This is an optimization exercise on Yosys and OpenROAD, whose aim is small area, a short achievable clock period and few clock cycles, not a production implementation. Function was not checked in any run shown here: the RTL went through the layout flow alone. Power and IR drop assume default switching activity.

File: run.sh
#!/bin/bash
# synth_recipe.tcl (not shown) runs the flow's synth.tcl, then flattens the netlist and writes it again
# the make line also repeats each setting of config.mk as NAME=value (left out here)
make -C /OpenROAD-flow-scripts/flow DESIGN_CONFIG=/design/flow/config.mk WORK_HOME=/design/flow/orfs CLKGATE_MAP_FILE= SYNTH_SCRIPT=/design/flow/synth_recipe.tcl finish
File: config.mk
export PLATFORM = sky130hd
export DESIGN_NAME = nabu_engine
export DESIGN_NICKNAME = nabu_engine
export VERILOG_FILES = /design/flow/design.v
export SDC_FILE = /design/flow/constraint.sdc
export NUM_CORES = 4
export LEC_CHECK = 0
export CAP_MARGIN = 20
export CORE_MARGIN = 2
export CORE_UTILIZATION = 40
export SLEW_MARGIN = 20
File: constraint.sdc
create_clock -name core_clock -period 5.0 [get_ports {clk}]
set_input_delay 1.0000 -clock core_clock [delete_from_list [all_inputs] [get_ports {clk}]]
set_output_delay 1.0000 -clock core_clock [all_outputs]
set_load 0.01 [all_outputs]
File: design.v
module crc16_step (
    input  wire [15:0] crc_in,
    input  wire [7:0]  data,
    output reg  [15:0] crc_out
);
    integer k;
    always @(*) begin
        crc_out = crc_in ^ {data, 8'h00};
        for (k = 0; k < 8; k = k + 1)
            crc_out = crc_out[15] ? ({crc_out[14:0], 1'b0} ^ 16'h1021)
                                  : {crc_out[14:0], 1'b0};
    end
endmodule
module nabu_engine (
    input  wire        clk,
    input  wire        rst,
    input  wire        rx_valid,
    output wire        rx_ready,
    input  wire [7:0]  rx_data,
    output wire        tx_valid,
    input  wire        tx_ready,
    output wire [7:0]  tx_data,
    output wire        st_req_valid,
    input  wire        st_req_ready,
    output wire [23:0] st_seg,
    output wire [7:0]  st_pkt,
    input  wire        st_rsp_valid,
    output wire        st_rsp_ready,
    input  wire [1:0]  st_rsp_kind,
    input  wire [15:0] st_rsp_len,
    input  wire [15:0] st_rsp_offset,
    input  wire        st_rsp_last,
    input  wire        st_dat_valid,
    output wire        st_dat_ready,
    input  wire [7:0]  st_dat,
    input  wire [7:0]  tod_wd,
    input  wire [7:0]  tod_mo,
    input  wire [7:0]  tod_dd,
    input  wire [7:0]  tod_hh,
    input  wire [7:0]  tod_mi,
    input  wire [7:0]  tod_ss
);
    localparam [2:0] C_NONE = 3'd0,      
                     C_A    = 3'd1,      
                     C_82   = 3'd2,
                     C_83   = 3'd3,
                     C_1E   = 3'd4,
                     C_05   = 3'd5,
                     C_84   = 3'd6;
    localparam [3:0] ST_LOOK = 4'd9;
    reg         m_rx, m_ack, m_lkr, m_hdr, m_pay, m_crch, m_crcl;
    reg         rx_rdy;          
    reg         req_v;           
    reg         dat_rdy;         
    reg         q_v;             
    reg  [7:0]  q;
    reg  [2:0]  cls;             
    reg  [3:0]  stage;           
    reg         ffff;            
    reg  [2:0]  aptr;            
    reg  [1:0]  acnt;            
    reg         alk;             
    reg  [7:0]  r0, r1, r2, r3, r4, r5;
    reg         ld_last;
    reg         ld_time;
    reg         ld_framed;
    reg  [15:0] cnt;             
    reg  [4:0]  idx;             
    reg  [15:0] crc;
    reg         s_valid, s_esc, s_abs;
    reg  [7:0]  s_data;
    reg         o_valid, o_esc, o_dup, o_abs;
    reg  [7:0]  o_data;
    reg [7:0] ack_byte;
    always @(*) begin
        case (aptr)
        3'd0: ack_byte = 8'h10;
        3'd1: ack_byte = 8'h06;
        3'd2: ack_byte = 8'hE4;
        3'd3: ack_byte = 8'h91;
        3'd4: ack_byte = 8'h1F;
        3'd5: ack_byte = 8'h10;
        3'd6: ack_byte = 8'hE1;
        default: ack_byte = 8'h90;
        endcase
    end
    wire [7:0] ptype = ld_last ? 8'h30 : (r0 == 8'h00) ? 8'hA1 : 8'h20;
    reg  [7:0] hdr_const;
    reg        v_r0, v_rot, v_pt;
    always @(*) begin
        hdr_const = 8'h00;
        v_r0  = 1'b0;
        v_rot = 1'b0;
        v_pt  = 1'b0;
        if (ld_time) begin
            case (idx)
            5'd0, 5'd5, 5'd9:             hdr_const = 8'h7F;
            5'd1, 5'd2, 5'd6, 5'd7, 5'd8: hdr_const = 8'hFF;
            5'd10:                        hdr_const = 8'h80;
            5'd11:                        hdr_const = 8'h30;
            5'd16, 5'd17:                 hdr_const = 8'h02;
            5'd19:                        hdr_const = 8'h54;
            5'd18, 5'd20, 5'd21, 5'd22, 5'd23, 5'd24: begin v_r0 = 1'b1; v_rot = 1'b1; end
            default: ;
            endcase
        end else begin
            case (idx[3:0])
            4'd0, 4'd1, 4'd2, 4'd12, 4'd14, 4'd15: begin v_r0 = 1'b1; v_rot = 1'b1; end
            4'd3:             v_r0 = 1'b1;
            4'd4:             hdr_const = 8'h01;
            4'd5, 4'd9:       hdr_const = 8'h7F;
            4'd6, 4'd7, 4'd8: hdr_const = 8'hFF;
            4'd10:            hdr_const = 8'h80;
            4'd11:            v_pt = 1'b1;
            default: ;
            endcase
        end
    end
    wire [7:0] hdr_byte = hdr_const | ({8{v_r0}} & r0) | ({8{v_pt}} & ptype);
    wire       hdr_last = ld_time ? (idx == 5'd26) : (idx[3:0] == 4'd15);
    wire [7:0] cur = ({8{m_ack}}  & ack_byte)   |
                     ({8{m_hdr}}  & hdr_byte)   |
                     ({8{m_pay}}  & st_dat)     |
                     ({8{m_crch}} & ~crc[15:8]) |
                     ({8{m_crcl}} & ~crc[7:0]);
    wire cur_abs = m_hdr | m_pay;
    wire cur_esc = m_hdr | m_pay | m_crch | m_crcl;
    wire take = st_dat_valid & dat_rdy;
    wire have = m_ack | m_hdr | (m_pay & take) | (m_crch & ~o_abs) | m_crcl;
    wire push = have & ~s_valid;
    wire cnt_one  = (cnt == 16'd1);
    wire cnt_zero = (cnt == 16'd0);
    wire ack_last = m_ack & push & (acnt == 2'd0);
    wire proc     = q_v & (m_rx | (ack_last & ~alk));
    reg        q_known;
    reg  [2:0] q_cls;
    always @(*) begin
        q_known = 1'b1;
        case (q)
        8'h85, 8'h81: q_cls = C_A;
        8'h82:        q_cls = C_82;
        8'h83:        q_cls = C_83;
        8'h1E:        q_cls = C_1E;
        8'h05:        q_cls = C_05;
        8'h84:        q_cls = C_84;
        8'h0F:        q_cls = C_NONE;
        default: begin q_cls = C_NONE; q_known = 1'b0; end
        endcase
    end
    wire [2:0] eff = (stage != 4'd0) ? cls : (q_known ? q_cls : cls);
    wire is_time_seg = (q == 8'h7F) & ffff;
    wire is_rst_pat  = ((q == 8'h00) & ({r1, r2} == 16'h0083)) | (r3 == 8'h83);
    reg  [3:0] n_stage;
    reg        ack_go;
    reg  [2:0] n_aptr;
    reg  [1:0] n_acnt;
    reg        lk_go;
    reg        r3_we, r2_we, r1_we, r0_we, time_go;
    reg        send;
    always @(*) begin
        n_stage = 4'd0;
        ack_go  = 1'b0;
        n_aptr  = 3'd0;
        n_acnt  = 2'd0;
        lk_go   = 1'b0;
        r3_we   = 1'b0;
        r2_we   = 1'b0;
        r1_we   = 1'b0;
        r0_we   = 1'b0;
        time_go = 1'b0;
        send    = 1'b0;
        if (stage == 4'd0) begin
            case (eff)
            C_A, C_82, C_84: begin ack_go = 1'b1; n_aptr = 3'd0; n_acnt = 2'd1; n_stage = 4'd1; end
            C_83:            begin ack_go = 1'b1; n_aptr = 3'd0; n_acnt = 2'd2; end
            C_1E:            begin ack_go = 1'b1; n_aptr = 3'd5; n_acnt = 2'd1; end
            C_05:            begin ack_go = 1'b1; n_aptr = 3'd2; n_acnt = 2'd0; end
            default: ;
            endcase
        end else if (cls == C_A) begin
            if (stage == 4'd1) n_stage = 4'd2;
            else begin ack_go = 1'b1; n_aptr = 3'd2; n_acnt = 2'd0; end
        end else if (cls == C_82) begin
            ack_go = 1'b1; n_aptr = 3'd4; n_acnt = 2'd2;
        end else begin
            case (stage)
            4'd1: begin r3_we = 1'b1; n_stage = 4'd2; end
            4'd2: begin r2_we = 1'b1; n_stage = 4'd3; end
            4'd3: begin r1_we = 1'b1; n_stage = 4'd4; end
            4'd4: begin
                ack_go = 1'b1;
                n_aptr = 3'd2;
                if (is_time_seg) begin
                    time_go = 1'b1;
                    n_acnt  = 2'd1;
                    n_stage = 4'd7;
                end else begin
                    r0_we = 1'b1;
                    if (!is_rst_pat) begin
                        lk_go   = 1'b1;
                        n_stage = ST_LOOK;
                    end
                end
            end
            4'd5: begin if (q == 8'h10) n_stage = 4'd6; end
            4'd7: begin
                if (q == 8'h10) n_stage = 4'd8;
                else begin ack_go = 1'b1; n_aptr = 3'd0; n_acnt = 2'd2; end
            end
            4'd8: begin if (q == 8'h06) send = 1'b1; end
            default: ;
            endcase
        end
    end
    wire st_hdr   = send & ~ld_framed;
    wire st_pay   = send & ld_framed & ~cnt_zero;
    wire st_close = send & ld_framed & cnt_zero;
    wire rx_fire = rx_valid & rx_rdy;
    wire p4      = (stage == 4'd4) & (cls == C_84) & ffff & ~q_v;
    wire tod_cap = rx_fire & p4 & (rx_data == 8'h7F);
    wire [5:0] hh_hi = tod_hh[7:2];
    wire [1:0] hh_m3 = hh_hi % 6'd3;
    wire o_stall   = o_esc & ~o_dup & (o_data == 8'h10);
    wire o_free    = ~o_valid | (tx_ready & ~o_stall);
    wire s_valid_n = o_free ? 1'b0 : (s_valid | push);
    wire [15:0] crc_nx;
    crc16_step u_crc (
        .crc_in  (crc),
        .data    (o_data),
        .crc_out (crc_nx)
    );
    wire rsp_fire = m_lkr & st_rsp_valid;
    wire hdr_done = m_hdr & push & hdr_last;
    wire pay_done = m_pay & push & cnt_one;
    wire close_go = (pay_done & ld_framed) | (m_crcl & push);
    wire p_ack = proc & (ack_go | st_close);
    wire p_hdr = proc & st_hdr;
    wire p_pay = proc & st_pay;
    wire p_rx  = proc & ~(ack_go | send);
    wire n_m_rx   = p_rx | (m_rx & ~proc) | (ack_last & ~alk & ~proc) |
                    (rsp_fire & (st_rsp_kind == 2'd3));
    wire n_m_ack  = p_ack | (m_ack & ~ack_last) |
                    (rsp_fire & (st_rsp_kind != 2'd3)) | close_go;
    wire n_m_lkr  = (m_lkr & ~st_rsp_valid) | (ack_last & alk);
    wire n_m_hdr  = p_hdr | (m_hdr & ~hdr_done);
    wire n_m_pay  = p_pay | (m_pay & ~pay_done) |
                    (hdr_done & ~ld_time & ~cnt_zero);
    wire n_m_crch = (m_crch & ~push) | (pay_done & ~ld_framed) |
                    (hdr_done & (ld_time | cnt_zero));
    wire n_m_crcl = (m_crcl & ~push) | (m_crch & push);
    wire [3:0] stage_n = proc ? n_stage :
                         rsp_fire ? ((st_rsp_kind == 2'd0) ? 4'd5 :
                                     (st_rsp_kind == 2'd3) ? 4'd0 : 4'd7) :
                         stage;
    wire [2:0] cls_n   = proc ? eff : cls;
    wire       q_v_n   = rx_fire | (q_v & ~proc);
    wire [2:0] aptr_n = proc ? (st_close ? 3'd5 : n_aptr) :
                        rsp_fire ? ((st_rsp_kind == 2'd0) ? 3'd7 : 3'd3) :
                        close_go ? 3'd5 :
                        (m_ack & push) ? aptr + 3'd1 : aptr;
    wire [1:0] acnt_n = proc ? (st_close ? 2'd1 : n_acnt) :
                        rsp_fire ? 2'd0 :
                        close_go ? 2'd1 :
                        (m_ack & push) ? acnt - 2'd1 : acnt;
    wire       alk_n  = proc ? lk_go : rsp_fire ? 1'b0 : alk;
    wire consume_n = n_m_rx | (n_m_ack & (acnt_n == 2'd0) & ~alk_n & ~s_valid_n);
    wire rx_rdy_n  = ~q_v_n | (consume_n & ~((stage_n == 4'd3) & (cls_n == C_84)));
    always @(posedge clk) begin
        if (rst) begin
            m_rx    <= 1'b1;
            m_ack   <= 1'b0;
            m_lkr   <= 1'b0;
            m_hdr   <= 1'b0;
            m_pay   <= 1'b0;
            m_crch  <= 1'b0;
            m_crcl  <= 1'b0;
            rx_rdy  <= 1'b0;
            req_v   <= 1'b0;
            dat_rdy <= 1'b0;
            q_v     <= 1'b0;
            cls     <= C_NONE;
            stage   <= 4'd0;
            s_valid <= 1'b0;
            o_valid <= 1'b0;
            o_esc   <= 1'b0;
            o_dup   <= 1'b0;
            o_abs   <= 1'b0;
        end else begin
            m_rx    <= n_m_rx;
            m_ack   <= n_m_ack;
            m_lkr   <= n_m_lkr;
            m_hdr   <= n_m_hdr;
            m_pay   <= n_m_pay;
            m_crch  <= n_m_crch;
            m_crcl  <= n_m_crcl;
            rx_rdy  <= rx_rdy_n;
            dat_rdy <= n_m_pay & ~s_valid_n;
            q_v     <= q_v_n;
            stage   <= stage_n;
            cls     <= cls_n;
            if (proc & lk_go)
                req_v <= 1'b1;
            else if (st_req_ready)
                req_v <= 1'b0;
            if (o_free) begin
                o_dup <= 1'b0;
                if (s_valid) begin
                    o_valid <= 1'b1;
                    o_data  <= s_data;
                    o_esc   <= s_esc;
                    o_abs   <= s_abs;
                end else if (push) begin
                    o_valid <= 1'b1;
                    o_data  <= cur;
                    o_esc   <= cur_esc;
                    o_abs   <= cur_abs;
                end else begin
                    o_valid <= 1'b0;
                    o_abs   <= 1'b0;
                end
            end else begin
                o_abs <= 1'b0;
                if (tx_ready)
                    o_dup <= 1'b1;
            end
            s_valid <= s_valid_n;
        end
    end
    always @(posedge clk) begin
        if (rx_fire)
            q <= rx_data;
        if (!o_free && push) begin
            s_data <= cur;
            s_esc  <= cur_esc;
            s_abs  <= cur_abs;
        end
        aptr <= aptr_n;
        acnt <= acnt_n;
        alk  <= alk_n;
        if (tod_cap) begin
            r0 <= tod_wd;
            r1 <= tod_mo;
            r2 <= tod_dd;
            r3 <= {4'h0, hh_m3, tod_hh[1:0]};
            r4 <= tod_mi;
            r5 <= tod_ss;
        end else if (rsp_fire) begin
            r4 <= st_rsp_offset[15:8];
            r5 <= st_rsp_offset[7:0];
        end else if (m_hdr & push & v_rot) begin
            r0 <= r1;
            r1 <= r2;
            r2 <= r3;
            r3 <= r4;
            r4 <= r5;
            r5 <= r0;
        end else if (proc) begin
            if (r3_we) r3 <= q;
            if (r2_we) r2 <= q;
            if (r1_we) r1 <= q;
            if (r0_we) r0 <= q;
        end
        if (proc & r1_we)
            ffff <= (q == 8'hFF) & (r2 == 8'hFF);
        if (proc & time_go) begin
            ld_time   <= 1'b1;
            ld_framed <= 1'b0;
        end else if (rsp_fire) begin
            ld_last   <= st_rsp_last;
            ld_time   <= 1'b0;
            ld_framed <= (st_rsp_kind == 2'd1);
        end
        if (rsp_fire)
            cnt <= st_rsp_len;
        else if (m_pay & push)
            cnt <= cnt - 16'd1;
        if (proc)
            idx <= 5'd0;
        else if (m_hdr & push)
            idx <= idx + 5'd1;
        if (proc)
            crc <= 16'hFFFF;
        else if (o_abs)
            crc <= crc_nx;
    end
    assign rx_ready     = rx_rdy;
    assign tx_valid     = o_valid;
    assign tx_data      = o_data;
    assign st_req_valid = req_v;
    assign st_seg       = {r0, r1, r2};
    assign st_pkt       = r3;
    assign st_rsp_ready = m_lkr;
    assign st_dat_ready = dat_rdy;
endmodule
==> results of run 1 <==
registers in the layout, indices dropped and copies added, names as in the netlist, 2 cells and up, named ones only:
| signal | flops |
|---|---|
| cnt | 16 |
| crc | 16 |
| o_data | 8 |
| q | 8 |
| r0 | 8 |
| r1 | 8 |
| r2 | 8 |
| r3 | 8 |
| r4 | 8 |
| r5 | 8 |
| s_data | 8 |
| idx | 5 |
| stage | 4 |
| aptr | 3 |
| cls | 3 |
| acnt | 2 |
logic make-up (layout without fill, tap and decap cells):
kind of cell	Yosys count	after routing	synth area share
flops	157	157	0.462
fa+ha+maj	20	20	0.0285
mux	22	22	0.0264
compound gates	254	254	0.183
xor+xnor	42	42	0.0419
simple gates	397	397	0.219
buf+inv	86	225	0.0384
power breakdown:
group / switching (uW) / internal [uW] / leakage, uW
Clock: 587 / 701 / 0.000278
Sequential: 42.9 / 1380 / 0.00136
Combinational: 120 / 157 / 0.00233
layer usage:
layer | global-route usage | up-vias | wire [um]
met5 | 0 | - | 0
met4 | 0.0672 | 0 | 632
met3 | 0.0516 | 38 | 1850
met2 | 0.367 | 330 | 12200
met1 | 0.289 | 3639 | 11300
li1 | - | 3811 | -
per-stage QoR:
step	setup slack, ps	hold slack, ps	total power (uW)
CTS	1790	504	3010
global route	1600	529	3090
global placement	1570	479	1730
detailed placement	1490	486	1730
finish	1870	502	2990
floorplan	2060	460	1570
worst reg2reg max path, stage by stage (launching register included):
cell      delay, ps
dfxtp_1         610
nor4bb_1        400
o21ai_1         310
or3_1           510
nor3_1          560
a211oi_1        110
nand3_1         120
nor4_1           70
o311a_1         330
placed cells by master, fill, tap and decap left out, types with 11 or more instances in the layout:
master,synthesis,layout
nor3_1,22,22
a211oi_1,12,12
nand2b_1,11,11
clkbuf_16,0,17
nand4_1,11,11
a21oi_1,90,89
o21ai_0,53,53
nand3_1,24,24
clkdlybuf4s50_1,0,150
nand2_1,133,133
a31oi_1,25,25
ha_1,20,20
mux2i_1,13,13
nor2_1,105,105
xor2_1,16,16
dfxtp_1,66,66
edfxtp_1,91,91
nor4_1,15,15
inv_1,33,33
xnor2_1,26,26
nor2b_1,24,24
cell usage after synthesis, types with 3 or more instances:
cell type	instances	area, um2
buf_2	5	25.0
nand4_1	11	68.8
o2111ai_1	3	26.3
mux2_2	9	101
nor3_1	22	110
a41oi_1	3	26.3
a31oi_1	25	156
a2bb2oi_1	3	26.3
ha_1	20	250
buf_1	4	15.0
a21oi_1	90	450
and2_1	6	37.5
o211ai_1	8	60.1
o21ai_0	53	265
xor2_1	16	140
a211oi_1	12	90.1
xnor2_1	26	228
clkbuf_1	42	158
o221ai_1	4	35.0
nor2b_1	24	150
inv_1	33	124
nand2b_1	11	68.8
o31ai_1	4	30.0
nand4b_1	5	43.8
mux2i_1	13	130
nor4_1	15	93.8
or2_2	6	37.5
or4_1	3	22.5
edfxtp_1	91	2730
dfxtp_1	66	1320
a32oi_1	3	26.3
nor3b_1	5	37.5
o22ai_1	4	25.0
nand2_1	133	499
a221o_1	7	70.1
nand3_1	24	120
or3_1	4	25.0
o21ai_1	3	15.0
nor2_1	105	394
and3_1	7	43.8
cell type report:
| type | instances | area share |
|---|---|---|
| Sequential cell | 157 | 0.365 |
| Timing Repair Buffer | 159 | 0.143 |
| Multi-Input combinational cell | 735 | 0.396 |
| Clock inverter | 15 | 0.0139 |
| Inverter | 34 | 0.0115 |
| Clock buffer | 17 | 0.0383 |
| Tap cell | 280 | 0.0316 |
worst max-delay path by stage:
stage	end	from	slack [ps]
6_report	rx_rdy	m_ack	1870
5_1_grt	rx_rdy	m_ack	1600
4_1_cts	r3[1]	s_valid	1790
3_5_place_dp	r3[3]	tod_hh[6]	1490
3_3_place_gp	r3[3]	tod_hh[6]	1570
2_1_floorplan	register	acnt[0]	2060
==> impl_metrics.ini, run 1 <==
[timing]
clock_skew_ps = 10.6
tns_ps = 0
fin_crit_sh = 0.626
maxSlewHeadroom = 0.383
setup_viol = 0
worstMarginPinSlew_ps = 922
slew_violations = 0
hold_viol_final = 0
fmax_mhz = 320
rsz0062_at_grt = no
min_period_ps = 3130

[yosys]
synth_enable_flop_cells = 91
synthesis.area_mm2 = 0.00878
syn_nets = 1104
ys_seq_elements = 157
ys_seq_area_frac = 0.462
ys_types = 77
yosys_most_used_dff = edfxtp_1
syn_inst = 978
synth-async-reset-ratio = 0
synth.avg_cell_area_um2 = 8.97
ys.warnings.count = 2

[global_routing]
grt_max_degree = 89
antenna_found_initial = 0
grt_pass1_vias = 7548
grt_pass1_wl_mm = 40.9
gr-total-overflow = 0
grt_usage = 0.222

[min_path]
whs_path_depth = 2
min_path_type = reg2reg
hold_path_end = o_dup
holdCritStartpoint = o_dup

[clocking]
htreeDepth = 4
clk_latency_ps = 430
cts_tree = yes
post_cts_resized = 0
clk_pin_slew_ps = 70
clock_path_buffers = 2
cts_buffers = 17
cts_root_buf = clkbuf_16
cts.sinks = 157
postCtsHoldBufs = 0
postCtsSetupRepairBufs = 0

[power]
ir_worst_vdd_uv = 194
power_leakage_uw = 0.00397
p_per_area_mw_per_mm2 = 269

[critical_path]
crit_buf_inv = 0
worst-path-stages = 8
ff2ff_path_depth = 8
slowest_stage = dfxtp_1
endpoint_kind = register
startpoint_type = register
arrival_ps = 3450
r2r_end = rx_rdy
crit_required_ps = 5320
rrSetupSlack_ps = 1870
reg2reg_from = m_ack
critical_path.max_stage_delay_ps = 610
path_cells = nor4bb_1 > o21ai_1 > or3_1 > nor3_1 > a211oi_1 > nand3_1 > nor4_1 > o311a_1
timing_worst_setup_path_type = reg2reg
cp_max_fo = 13
cp_top_family = simple AND/OR/NAND/NOR gates

[placed_design]
dpl_cell_area_mm2 = 0.0105
dp_hpwl_mm = 19.3
placed_cells = 1364
io_buffer_count = 150
place_congestion = 0.883

[cells_and_area]
areaGrowthSynthToFinish_pct = 26.5
fin_util = 0.512
antenna_cells = 0
seq_area_mm2 = 0.00405
fillCellCount = 2041
fin_cells = 1397
multi_input_area_mm2 = 0.00440
design_area_mm2 = 0.0111
layout.nets = 1230
drive_above_1_share = 0.0627

[floorplan]
die_area_mm2 = 0.0231
core_mm2 = 0.0217
die_h_um = 152
rows = 54
initial_core_util = 0.405
dieWidth_um = 152
io_pins = 151

[detailed_routing]
firstDrtPassIters = 5
via_count = 7818
route.detailed.drc = 0
viasPerCell = 5.60
routed_wl_mm = 26.0
drtIter0Drc = 511
ant_nets = 0
post_drt_wl_per_cell_um = 18.6

[job]
maxCapViolCount = 0

[outcome]
status = timing/DRC/antenna clean
==> run 2, diff against run 1 <==
--- a/config.mk
+++ b/config.mk
@@ -9,3 +9,4 @@
 export CORE_MARGIN = 2
 export CORE_UTILIZATION = 40
+export SETUP_SLACK_MARGIN = 2.6
 export SLEW_MARGIN = 20
==> run 2 against run 1 <==
Effect of this change: still clean; via count increased by 9.2%; clock-buffer cell count unchanged; combinational power increased by 26%; critical endpoint unchanged; largest cell class unchanged.
==> impl_metrics.ini, run 2 <==
[outcome]
status = timing/DRC/antenna clean

[cells_and_area]
areaGrowthSynthToFinish_pct = 47.4
fin_cells = 1509
layout_commonest_cell = nand2_1
largest_registers = cnt (16), crc (16)
antenna_cells = 0
fin_util = 0.597
drive_above_1_share = 0.240
most-common-layout-cells = nand2_1 (127), clkdlybuf4s50_1 (102), edfxtp_1 (91), buf_4 (91), nor2_1 (78)
layout.nets = 1342

[power]
p_switching_uw = 737
ir_worst_vdd_uv = 218
p_per_area_mw_per_mm2 = 239
p_int_uw = 2360
pwr-share-seq = 0.456
power_leakage_uw = 0.00496
clockPowerShare = 0.431
p_sw_frac = 0.238
pwr-share-comb = 0.112

[detailed_routing]
post_drt_wl_per_cell_um = 19.4
drtIter0Drc = 718
routed_wl_mm = 29.3
route.detailed.drc = 0
viasPerCell = 5.66
via_count = 8538
firstDrtPassIters = 5
ant_nets = 0

[clocking]
cts_tree = yes
clock_path_buffers = 2
cts_root_buf = clkbuf_16
cts_buffers = 17
clk_latency_ps = 430
postCtsHoldBufs = 0
cts.sinks = 157
htreeDepth = 4
clk_pin_slew_ps = 60

[floorplan]
rows = 54
dieWidth_um = 152
die_h_um = 152
initial_core_util = 0.405
die_area_mm2 = 0.0231
core_mm2 = 0.0217
io_pins = 151

[yosys]
ys_seq_elements = 157
ys_types = 77
synth.avg_cell_area_um2 = 8.97
synth_top_family_by_area = simple AND/OR/NAND/NOR gates
muxShareOfSynthArea = 0.0264
synth_enable_flop_cells = 91
synthesis.area_mm2 = 0.00878
synth_top_area_cell = edfxtp_1
synth_xor_area_frac = 0.0419
syn_nets = 1104
yosysTopAreaCellShare = 0.311
synthSimpleGateAreaFrac = 0.219
synth.area.top_cells = edfxtp_1 (31%), dfxtp_1 (15%), nand2_1 (5.7%), a21oi_1 (5.1%), nor2_1 (4.5%)
synth_compound_area_frac = 0.183
synthAdderAreaFrac = 0.0285
ys_seq_area_frac = 0.462
syn_inst = 978
yosysMostFrequentCell = nand2_1
synth-async-reset-ratio = 0
ys.warnings.count = 2
yosys_most_used_dff = edfxtp_1
synth_common_cells = nand2_1 (133), nor2_1 (105), edfxtp_1 (91), a21oi_1 (90), dfxtp_1 (66)

[placed_design]
placed_cells = 1364
dp_slack_ps = 1420
dp_hpwl_mm = 18.7
place_congestion = 0.893
io_buffer_count = 150

[critical_path]
endpoint_kind = register
reg2reg_from = q[0]
startpoint_type = register
crit_required_ps = 5370
rrSetupSlack_ps = 2360
cp_max_fo = 4
slowest_stage = edfxtp_1
path_cells = nor4_4 > nand4_1 > o31a_1 > and3_4 > a31o_2 > or2_2 > nor4_2 > o311a_1
ff2ff_path_depth = 8
arrival_ps = 3020
timing_worst_setup_path_type = reg2reg
r2r_end = rx_rdy
critical_path.max_stage_delay_ps = 500

[timing]
hold_viol_final = 0
rsz0062_at_grt = yes
min_period_ps = 2640
fmax_mhz = 378
slew_violations = 0
layout_setup_ws_ps = 2360
maxSlewHeadroom = 0.586
tns_ps = 0
setup_viol = 0
worstMarginPinSlew_ps = 615
fin_crit_sh = 0.529
clock_skew_ps = 9.58

[min_path]
hold_path_end = req_v
min_path_type = reg2reg
holdCritStartpoint = req_v
whs_path_depth = 2

[global_routing]
grt_usage = 0.240
antenna_found_initial = 2
grt_pass1_wl_mm = 44.0
grt_pass1_vias = 7908
grt_max_degree = 38
gr-total-overflow = 0

[job]
maxCapViolCount = 0
## run 2: changes by cell type in the layout (fill, tap and decap cells not counted), sizes merged, moves of 2 or more
cell / before / now
buf: 9 / 119
bufbuf: 0 / 3
bufinv: 1 / 3
clkbuf: 17 / 19
clkdlybuf4s50: 150 / 102
clkinvlp: 2 / 5
dlygate4sd2: 0 / 29
dlymetal6s2s: 0 / 13
inv: 39 / 35
## run 2: cells by family after synthesis
group	after synthesis
AND/OR/NAND/NOR	397
XOR/XNOR	42
adder cells (fa/ha/maj)	20
multiplexers	22
AO/OA/AOI/OAI	254
buffers and inverters	86
flip-flops	157
## run 2: worst max-delay path by stage
stage                            start      to  slack, ps  cells after the start
final                             q[0]  rx_rdy       2360                      8
after global routing              q[0]  rx_rdy       2250                      8
after CTS                         q[1]  rx_rdy       2390                     10
after detailed placement     tod_hh[4]   r3[3]       1420                     11
after global placement    st_rsp_valid  rx_rdy       1480                      7
after floorplan              tod_hh[4]   r3[3]       2320                     10
## run 2: what timing repair did
| item | CTS | global route |
|---|---|---|
| buffers inserted | 70 | 30 |
| hold endpoints to repair | 0 | 0 |
| resized for setup | 136 | 79 |
| cloned | 11 | 2 |
| pin swaps | 34 | 28 |
| endpoints found under the setup margin | 191 | 147 |
## run 2: power groups by stage
stage | Combinational, uW | Clock, uW | Sequential [uW]
after floorplan | 147 | 0 | 1430
after detailed placement | 287 | 0 | 1440
after global placement | 286 | 0 | 1450
after CTS | 319 | 1350 | 1410
final | 348 | 1340 | 1410
after global routing | 375 | 1390 | 1410
## run 2: per-stage QoR
step	cell area, um2	total power (uW)	hold WS, ps
CTS	12400	3080	491
global route	12900	3180	523
finish	12900	3100	487
detailed placement	10700	1730	476
floorplan	9060	1580	460
global placement	10700	1730	468
## run 2: area by class of cell
class                      count  area, um2
clock buffer                  17        425
multi-input combinational    738       5040
timing repair buffer         268       2730
sequential                   157       4080
tap                          280        350
fill                        1835       8750
clock inverter                15        168
inverter                      34        148
## run 2: layer usage
metal  global-route usage  wire (um)  part of all wire
met1                0.327      12600              0.43
met2                0.375      13400              0.46
met3               0.0399       2090             0.071
met4                0.114       1240             0.042
met5                    0          0                 0
## run 2: critical path: cells and delay by family (launching register included)
family             cells  cell delay, ps
and+or+nand+nor        5            1360
AOI/OAI and AO/OA      3             740
DFF                    1             500
==> run 3, diff against run 2 <==
--- a/config.mk
+++ b/config.mk
@@ -9,4 +9,4 @@
 export CORE_MARGIN = 2
 export CORE_UTILIZATION = 40
-export SETUP_SLACK_MARGIN = 2.6
+export CTS_BUF_LIST = sky130_fd_sc_hd__clkbuf_8
 export SLEW_MARGIN = 20
==> run 3 against run 2 <==
Effect of this change: still clean; first-iteration DRC count shrank 25%; cell count shrank 7.4%; cell area shrank 16%; critical endpoint unchanged; largest cell class unchanged; largest power group unchanged; highest routed layer unchanged.
==> impl_metrics.ini, run 3 <==
[outcome]
status = timing/DRC/antenna clean

[yosys]
syn_nets = 1104
synth.area.top_cells = edfxtp_1 (31%), dfxtp_1 (15%), nand2_1 (5.7%), a21oi_1 (5.1%), nor2_1 (4.5%)
synthesis.area_mm2 = 0.00878
synth.avg_cell_area_um2 = 8.97
yosysTopAreaCellShare = 0.311
yosysMostFrequentCell = nand2_1
synth_common_cells = nand2_1 (133), nor2_1 (105), edfxtp_1 (91), a21oi_1 (90), dfxtp_1 (66)
yosys_most_used_dff = edfxtp_1
ys_seq_elements = 157
ys.warnings.count = 2
synth-async-reset-ratio = 0
ys_types = 77
ys_seq_area_frac = 0.462
syn_inst = 978
synth_top_area_cell = edfxtp_1
synth_enable_flop_cells = 91

[timing]
maxSlewHeadroom = 0.372
clock_skew_ps = 13.7
worstMarginPinSlew_ps = 934
fmax_mhz = 319
min_period_ps = 3130
rsz0062_at_grt = no
slew_violations = 0
tns_ps = 0
fin_crit_sh = 0.626
hold_viol_final = 0
setup_viol = 0

[critical_path]
startpoint_type = register
cp_max_fo = 13
arrival_ps = 3500
timing_worst_setup_path_type = reg2reg
crit_required_ps = 5370
endpoint_kind = register

[clocking]
cts.sinks = 157
clock_path_buffers = 2
cts_tree = yes
htreeDepth = 4
cts_buffers = 17
postCtsSetupRepairBufs = 0
cts_root_buf = clkbuf_8
postCtsHoldBufs = 0
post_cts_resized = 0
clk_pin_slew_ps = 100
clk_latency_ps = 470

[detailed_routing]
post_drt_wl_per_cell_um = 18.5
viasPerCell = 5.61
route.detailed.drc = 0
via_count = 7832
routed_wl_mm = 25.9
ant_nets = 0
firstDrtPassIters = 5
drtIter0Drc = 541

[cells_and_area]
fillCellCount = 2063
multi_input_area_mm2 = 0.00440
seq_area_mm2 = 0.00405
antenna_cells = 0
fin_cells = 1397
layout.nets = 1230
areaGrowthSynthToFinish_pct = 24.3
most-common-layout-cells = clkdlybuf4s50_1 (150), nand2_1 (133), nor2_1 (105), edfxtp_1 (91), a21oi_1 (89)
drive_above_1_share = 0.0627
largest_registers = cnt (16), crc (16)
layout_commonest_cell = clkdlybuf4s50_1

[power]
power_leakage_uw = 0.00388
p_sw_frac = 0.269
pwr-share-comb = 0.104
p_switching_uw = 716
clockPowerShare = 0.361
p_int_uw = 1950
p_per_area_mw_per_mm2 = 244
ir_worst_vdd_uv = 116
pwr-share-seq = 0.535

[global_routing]
grt_max_degree = 89
grt_pass1_wl_mm = 40.8
gr-total-overflow = 0
grt_pass1_vias = 7518
grt_usage = 0.221
antenna_found_initial = 0

[floorplan]
io_pins = 151
die_area_mm2 = 0.0231
initial_core_util = 0.405
rows = 54
dieWidth_um = 152
die_h_um = 152
core_mm2 = 0.0217

[placed_design]
dp_hpwl_mm = 19.3
io_buffer_count = 150
place_congestion = 0.883
placed_cells = 1364

[min_path]
min_path_type = reg2reg

[job]
maxCapViolCount = 0
[run 3: kinds of logic after synthesis]
kind of cell,share of synthesized area
mux,0.0264
buf+inv,0.0384
xor+xnor,0.0419
simple gates,0.219
flops,0.462
compound gates,0.183
fa+ha+maj,0.0285
[run 3: path summary, 6_finish.rpt]
check              from     end  cells after the start  slack, ps
setup / recovery  m_ack  rx_rdy                      8       1870
hold / removal    o_dup   o_dup                      2        500
setup reg to reg  m_ack  rx_rdy                      8       1870
hold reg to reg   o_dup   o_dup                      2        500
[run 3: final cells by class]
| cell class | instances | share of cell area |
|---|---|---|
| Clock buffer | 17 | 0.0215 |
| Tap cell | 280 | 0.0321 |
| Sequential cell | 157 | 0.372 |
| Clock inverter | 15 | 0.0141 |
| Multi-Input combinational cell | 735 | 0.403 |
| Inverter | 34 | 0.0117 |
| Timing Repair Buffer | 159 | 0.146 |
[run 3: per-layer routing]
layer,track usage,wire [um],up-vias
met4,0.0650,586,0
met5,0,0,-
li1,-,-,3807
met1,0.292,11500,3675
met2,0.366,12100,312
met3,0.0459,1710,38
[run 3: per-stage QoR]
step                      hold slack (ps)  power [uW]  cell area, um2   util  setup slack [ps]
after global placement                479        1730           10500  0.484              1570
after detailed placement              486        1730           10500  0.484              1490
final                                 505        2660           10900  0.503              1870
after global routing                  532        2760           10900  0.503              1600
after CTS                             507        2670           10900  0.502              1790
after floorplan                       460        1570            8780      -              2060
[run 3: power by group through the flow]
stage	Combinational, uW	Clock, uW	Sequential [uW]
finish	277	961	1420
global route	304	1030	1430
CTS	277	973	1420
detailed placement	275	0	1450
floorplan	133	0	1430
global placement	275	0	1450
[run 3: worst max-delay path, stage by stage (launching register included)]
cell,delay (ps)
dfxtp_1,610
nor4bb_1,400
o21ai_1,320
or3_1,500
nor3_1,570
a211oi_1,110
nand3_1,120
nor4_1,70
o311a_1,330
==> run 4, diff against run 3 <==
==> flow/run.sh (new file) <==
#!/bin/bash
# The standard layout, with the port buffers made of buf_2 cells instead of
# the cell buffer_ports picks by default. The output of the whole run goes to
# standard.log in the folder this runs in.
export BUFFER_PORTS_ARGS="-buffer_cell sky130_fd_sc_hd__buf_2"
bash standard.sh > standard.log 2>&1
==> standard.sh (new file) <==
#!/bin/bash
# synth_recipe.tcl (not shown) runs the flow's synth.tcl, then flattens the netlist and writes it again
# the make line also repeats each setting of config.mk as NAME=value (left out here)
make -C /OpenROAD-flow-scripts/flow DESIGN_CONFIG=/design/flow/config.mk WORK_HOME=/design/flow/orfs CLKGATE_MAP_FILE= SYNTH_SCRIPT=/design/flow/synth_recipe.tcl "${@:-finish}"
--- a/config.mk
+++ b/config.mk
@@ -9,4 +9,3 @@
 export CORE_MARGIN = 2
 export CORE_UTILIZATION = 40
-export CTS_BUF_LIST = sky130_fd_sc_hd__clkbuf_8
 export SLEW_MARGIN = 20
removed: run.sh
==> run 4 against run 3 <==
Effect of this change: cell count is the same; sequential power is essentially flat; global-route usage shrank 0.069 points; clock-buffer cell count is the same; combinational power shrank 19%; power grew 11%; sequential share of layout area grew 2.0 points; first-iteration DRC count shrank 3.1%; largest power group unchanged.
==> impl_metrics.ini, run 4 <==
[outcome]
status = timing/DRC/antenna clean

[floorplan]
io_pins = 151
die_area_mm2 = 0.0231
dieWidth_um = 152
initial_core_util = 0.405
core_mm2 = 0.0217
die_h_um = 152
rows = 54

[cells_and_area]
drive_above_1_share = 0.198
multi_input_area_mm2 = 0.00440
most-common-layout-cells = buf_2 (150), nand2_1 (133), nor2_1 (105), edfxtp_1 (91), a21oi_1 (89)
layout.nets = 1230
areaGrowthSynthToFinish_pct = 17.9
largest_registers = cnt (16), crc (16)
layout_commonest_cell = buf_2
fillCellCount = 2112
seq_area_mm2 = 0.00405
antenna_cells = 0

[critical_path]
startpoint_type = register
cp-startpoint = stage[1]
cp_max_fo = 49
critical_path.max_stage_delay_ps = 590
slowest_stage = or3_1
rrSetupSlack_ps = 1750
path_cells = or2_2 > nor3b_1 > nand2_1 > nor4_1 > nand4_1 > buf_4 > clkinv_1 > or3_1
r2r_end = r4[5]
reg2reg_from = stage[1]
crit_required_ps = 5070
ff2ff_path_depth = 8
timing_worst_setup_path_type = reg2reg
endpoint_kind = register
arrival_ps = 3320

[detailed_routing]
post_drt_wl_per_cell_um = 18.3
firstDrtPassIters = 5
ant_nets = 0
route.detailed.drc = 0
routed_wl_mm = 25.6
viasPerCell = 5.59
drtIter0Drc = 524
via_count = 7812

[global_routing]
grt_pass1_wl_mm = 40.8
grt_usage = 0.220
grt_pass1_vias = 7525
grt_max_degree = 50
gr-total-overflow = 0
antenna_found_initial = 0

[clocking]
post_cts_resized = 0
clock_path_buffers = 2
postCtsHoldBufs = 0
htreeDepth = 4
cts_root_buf = clkbuf_16
clk_pin_slew_ps = 70
clk_latency_ps = 440
cts.sinks = 157
cts_buffers = 17
postCtsSetupRepairBufs = 0
cts_tree = yes

[timing]
slew_violations = 0
tns_ps = 0
layout_setup_ws_ps = 1750
hold_ws_ps = 498
min_period_ps = 3250
worstMarginPinSlew_ps = 1010
rsz0062_at_grt = no
hold_viol_final = 0
setup_viol = 0
fmax_mhz = 308
maxSlewHeadroom = 0.317
fin_crit_sh = 0.650
clock_skew_ps = 17.5

[yosys]
synth.area.top_cells = edfxtp_1 (31%), dfxtp_1 (15%), nand2_1 (5.7%), a21oi_1 (5.1%), nor2_1 (4.5%)
synthesis.area_mm2 = 0.00878
synth.avg_cell_area_um2 = 8.97
yosysMostFrequentCell = nand2_1
ys_types = 77
synth-async-reset-ratio = 0
ys_seq_elements = 157
yosys_most_used_dff = edfxtp_1
syn_nets = 1104
ys_seq_area_frac = 0.462
ys.warnings.count = 2
yosysTopAreaCellShare = 0.311
synth_enable_flop_cells = 91
syn_inst = 978
synth_common_cells = nand2_1 (133), nor2_1 (105), edfxtp_1 (91), a21oi_1 (90), dfxtp_1 (66)
synth_top_area_cell = edfxtp_1

[min_path]
whs_path_depth = 2
hold_path_end = o_dup
min_path_type = reg2reg
holdCritStartpoint = o_dup

[placed_design]
io_buffer_count = 150
dp_hpwl_mm = 19.1
place_congestion = 0.915
dp_slack_ps = 1620

[power]
p_per_area_mw_per_mm2 = 285
ir_worst_vdd_uv = 218
totalPowerFinal_uw = 2950
power_leakage_uw = 0.00398

[job]
maxCapViolCount = 0
==> run 4: how the worst max path moves through the flow <==
stage,end,cells after the start
CTS,r4[5],8
detailed placement,r5[4],8
global placement,r5[4],8
floorplan,register,14
global route,register,10
finish,r4[5],8
==> run 4: layout make-up <==
class,count,area share
Clock buffer,17,0.0411
Clock inverter,15,0.0161
Inverter,34,0.0123
Multi-Input combinational cell,735,0.426
Sequential cell,157,0.392
Tap cell,280,0.0339
Timing Repair Buffer,159,0.0791
==> run 4: metal layers <==
layer	global-route usage	wire length, um	up-vias
li1	-	-	3824
met1	0.291	11300	3649
met2	0.367	12100	301
met3	0.0436	1630	38
met4	0.0645	534	0
met5	0	0	-
==> run 4: metrics by stage <==
step / area [um2] / cells / util
floorplan: 8780 / 978 / -
global placement: 9750 / 1365 / 0.449
detailed placement: 9750 / 1365 / 0.450
CTS: 10300 / 1397 / 0.477
global route: 10300 / 1397 / 0.477
finish: 10300 / 1397 / 0.477
==> run 4: cell families after synthesis <==
family,share of synthesized area
flops,0.462
fa+ha+maj,0.0285
simple gates,0.219
buf+inv,0.0384
compound gates,0.183
xor+xnor,0.0419
mux,0.0264
==> run 4: report_power, final <==
group          total, uW  internal, uW  switching (uW)
logic                223           103             119
clock network       1300           671             632
registers           1420          1380            38.8
total               2950          2160             790
==> run 4: worst max-delay path, delay by kind of cell, from the launching register on <==
kind          cells  cell delay, ps
buf+inv           2             500
flops             1             450
simple gates      6            1910

## what the ideal ports hide
No port has a modelled driver above. Below, the same layouts with a new extraction and two added sets of constraints.
Step 1 assumes that a clkbuf_16 drives the clock port and a buf_2 every other input.
Step 2 adds t to the input delays and takes it off the output delays; t is the mean of the earliest and latest rising clock arrival at the registers after step 1. Input paths then give back, and output paths get back, about the clock's delay inside the block.
a / b / c = no drivers / after step 1 / after step 2; a / b = the first two.
run | t (ns) | slack for setup (ns) | worst setup path after step 2 | pins driven straight from the clock port
run 1 | 0.467 | 1.870 / 1.870 / 1.504 | input to register | 1
run 2 | 0.470 | 2.355 / 2.355 / 1.926 | input to register | 1
run 3 | 0.504 | 1.868 / 1.868 / 1.508 | input to register | 1
run 4 | 0.480 | 1.751 / 1.751 / 1.631 | input to register | 1
After both steps every run listed still meets setup and hold. For run 2, which loses most, drivers alone change the setup slack by 0.000 ns; drivers and shift together by -0.429 ns.
